Context: an optimization exercise on an open-source flow, tuned for a short achievable clock period and few clock cycles. The choices shown serve that exercise and are no tape-out recipe.
In this exercise RTL edits were held to simulation tests only and were not proved equivalent to the original.

Design snappy_dec, start of the top module:
module snappy_dec (
    input  wire        clk,
    input  wire        rst,
    input  wire        start,
    input  wire [15:0] src_len,
    input  wire [15:0] dst_cap,
    output wire        busy,
    output reg         done,
    output reg  [7:0]  fault,
    output reg  [31:0] result,
    output reg  [31:0] info0,
    output reg  [31:0] info1,
    output reg         in_re,
    output reg  [15:0] in_addr,
    input  wire [7:0]  in_rdata,
    output reg         out_re,
    output reg  [15:0] out_raddr,
    input  wire [7:0]  out_rdata,
    output reg         out_we,
    output reg  [15:0] out_waddr,
    output reg  [7:0]  out_wdata
);
    localparam [7:0] F_NONE      = 8'h00;
    localparam [7:0] F_VARINT    = 8'h01;
    localparam [7:0] F_COPY_OFF  = 8'h02;
    localparam [7:0] F_LEN_MISM  = 8'h03;
    localparam [7:0] F_TRUNC     = 8'h04;
    localparam [7:0] F_OVERRUN   = 8'h05;
    localparam [7:0] F_DST_SMALL = 8'h21;
    localparam [1:0] M_MEM = 2'd0, M_H1 = 2'd1, M_H2 = 2'd2;
    reg        st_hdr;        
    reg        st_decl;       
    reg        st_tag;        
    reg        st_trl;        
    reg        st_lchk;       
    reg        st_pay;        
    reg        st_end;        
    reg        st_flt;        
    reg        upd;           
    reg        upd_sl;        
    reg        upd_c;         
    reg        upd_l;         
    reg        chk;           
    reg        chk_bad;       
    reg        big;           
    reg        busy_q;
    reg [15:0] src_len_q;
    reg [15:0] dst_cap_q;
    assign busy = busy_q;
    wire go = start & ~busy_q;
    reg        fin;           
    reg        fin_ok;
    reg  [15:0] na;           
    reg         rd_pend;      
    reg         fetch_en;
    reg  [7:0]  iq [0:3];
    reg  [1:0]  iq_wp, iq_rp;
    reg  [2:0]  iq_cnt;
    reg  [7:0]  hb;           
    reg         hv;           
    reg         pop;          
    wire [2:0]  iq_use = iq_cnt + {2'd0, hv} + {2'd0, in_re} + {2'd0, rd_pend};
    wire        issue = fetch_en && (iq_use < 3'd4) && (na != src_len_q);
    wire        h_take = !hv || pop;
    wire        iq_v = (iq_cnt != 3'd0);
    wire        iq_pop  = h_take && iq_v;
  ...
clock: 10.0 ns
lec_check: 0
abc_clock_period_in_ps: 3000
cap_margin: 20
core_margin: 2
core_utilization: 60
cts_cluster_diameter: 80
cts_cluster_size: 20
slew_margin: 20
standard.sh (not shown) runs the stock make flow with config.mk's settings and CLKGATE_MAP_FILE= SYNTH_SCRIPT=/design/flow/synth_recipe.tcl, a recipe that flattens the netlist after the stock synthesis.
==> flow/flow/run.sh <==
#!/bin/bash
set -euo pipefail
bash standard.sh SETUP_SLACK_MARGIN=7.2 finish > flow_make.log 2>&1
Testbench counts at the start, summed over its fixed seeds: cycles 151,834.
Rerun with:
--- a/flow/design.v
+++ b/flow/design.v
@@ -39,19 +39,20 @@
     reg        upd;           
     reg        upd_sl;        
     reg        upd_c;         
     reg        upd_l;         
     reg        chk;           
     reg        chk_bad;       
     reg        big;           
-    reg        busy_q;
+    reg        busy_q;        
+    reg        idle;          
     reg [15:0] src_len_q;
     reg [15:0] dst_cap_q;
     assign busy = busy_q;
-    wire go = start & ~busy_q;
+    wire go = start & idle;
     reg        fin;           
     reg        fin_ok;
     reg  [15:0] na;           
     reg         rd_pend;      
     reg         fetch_en;
     reg  [7:0]  iq [0:3];
     reg  [1:0]  iq_wp, iq_rp;
@@ -62,15 +63,15 @@
     wire [2:0]  iq_use = iq_cnt + {2'd0, hv} + {2'd0, in_re} + {2'd0, rd_pend};
     wire        issue = fetch_en && (iq_use < 3'd4) && (na != src_len_q);
     wire        h_take = !hv || pop;
     wire        iq_v = (iq_cnt != 3'd0);
     wire        iq_pop  = h_take && iq_v;
     wire        iq_push = rd_pend && !(h_take && !iq_v);
     always @(posedge clk) begin
-        if (!busy_q || fin) begin
+        if (idle || fin) begin
             in_addr <= 16'd0;
             na      <= (go & ~fin) ? 16'd1 : 16'd0;
         end else begin
             in_addr <= na;               
             if (issue) na <= na + 16'd1;
         end
     end
@@ -80,15 +81,15 @@
             rd_pend <= 1'b0;
             iq_wp   <= 2'd0;
             iq_rp   <= 2'd0;
             iq_cnt  <= 3'd0;
             hv      <= 1'b0;
         end else begin
             rd_pend <= in_re;
-            if (!busy_q || fin)
+            if (idle || fin)
                 in_re <= go & ~fin;
             else
                 in_re <= issue;
             if (fin) begin
                 iq_wp  <= 2'd0;
                 iq_rp  <= 2'd0;
                 iq_cnt <= 3'd0;
@@ -214,26 +215,29 @@
         if (rst) begin
             st_hdr <= 1'b0; st_decl <= 1'b0; st_tag <= 1'b0; st_trl <= 1'b0;
             st_lchk <= 1'b0; st_pay <= 1'b0; st_end <= 1'b0; st_flt <= 1'b0;
             upd <= 1'b0; upd_sl <= 1'b0; upd_c <= 1'b0; upd_l <= 1'b0;
             chk <= 1'b0; chk_bad <= 1'b0;
             fetch_en <= 1'b0;
             busy_q <= 1'b0;
+            idle   <= 1'b1;
         end else begin
             upd <= 1'b0; upd_sl <= 1'b0; upd_c <= 1'b0; upd_l <= 1'b0;
-            chk     <= upd && busy_q && !fin;
+            chk     <= upd && !idle && !fin;
             chk_bad <= t_bad;
-            if (!busy_q) begin
+            if (idle) begin
                 if (go) begin
                     busy_q   <= 1'b1;
+                    idle     <= 1'b0;
                     st_hdr   <= 1'b1;
                     fetch_en <= 1'b1;
                 end
             end else if (fin) begin
                 busy_q   <= 1'b0;
+                idle     <= 1'b1;
                 st_end   <= 1'b0;
                 st_flt   <= 1'b0;
                 fetch_en <= 1'b0;
             end else begin
                 st_decl <= 1'b0;
                 if (upd_c) st_tag <= 1'b1;
                 if (upd_l) st_pay <= 1'b1;
@@ -298,15 +302,15 @@
                     upd <= 1'b0; upd_sl <= 1'b0; upd_c <= 1'b0; upd_l <= 1'b0;
                     st_flt <= 1'b1; fetch_en <= 1'b0;
                 end
             end
         end
     end
     always @(posedge clk) begin
-        if (!busy_q) begin
+        if (idle) begin
             src_len_q <= src_len;
             dst_cap_q <= dst_cap;
             rem       <= {1'b0, src_len};
             rem_z     <= (src_len == 16'd0);
             decl      <= 32'd0;
             vn        <= 3'd0;
             P         <= 17'd0;
@@ -470,15 +474,15 @@
             cur_last <= cq_one[cq_rp[1:0]];
             cur_src  <= cq_src[cq_rp[1:0]];
         end else if (x_iss) begin
             cur_cnt  <= cur_cnt - 16'd1;
             cur_last <= (cur_cnt == 16'd2);
             cur_src  <= cur_src + 16'd1;
         end
-        if (!busy_q)
+        if (idle)
             wa <= 16'd0;
         else if (s2_v)
             wa <= wa + 16'd1;
         out_raddr <= cur_src;
         s1_sel    <= cur_lit ? 2'd3 : cur_mode;
         s1_b      <= lq[lq_rp[3:0]];
         s2_sel    <= s1_sel;
Outcome:
- final cell count hardly moves
- routed wire length came out lower by about 1.1%
- clock-buffer cell count came out lower by 3
- global-route usage came out lower by 0.26 points
- cell area came out lower by about 0.4%
Testbench counts after the change, summed over its fixed seeds: cycles 151,834.

re-timing with driven ports:
How much do the figures lean on ideal ports? The routed layouts below were timed once more, with nothing changed but the port constraints.
Step 1: set_driving_cell puts a clkbuf_16 on clk and a buf_2 on each other input, an assumption about the parent block.
Step 2 times the ports against the registers' clock, not the clock port: input delays grow and output delays shrink by t, the midpoint of the rising clock arrivals with the driver on.
Three values: ideal, step 1, step 2; two values: the first two.
| run | t, ns | slack for setup (ns) | worst setup path at the end | clock arrival spread, ns | pins driven straight from the clock port |
|---|---|---|---|---|---|
| the first run | 0.675 | 6.785 / 6.724 / 6.569 | input to register | 0.030 / 0.030 | 1 |
| the second run | 0.682 | 6.859 / 6.795 / 6.615 | input to register | 0.037 / 0.038 | 1 |
After both steps every run listed still meets setup and hold. For the second run, which loses most, drivers alone change the setup slack by -0.064 ns; drivers and shift together by -0.244 ns.
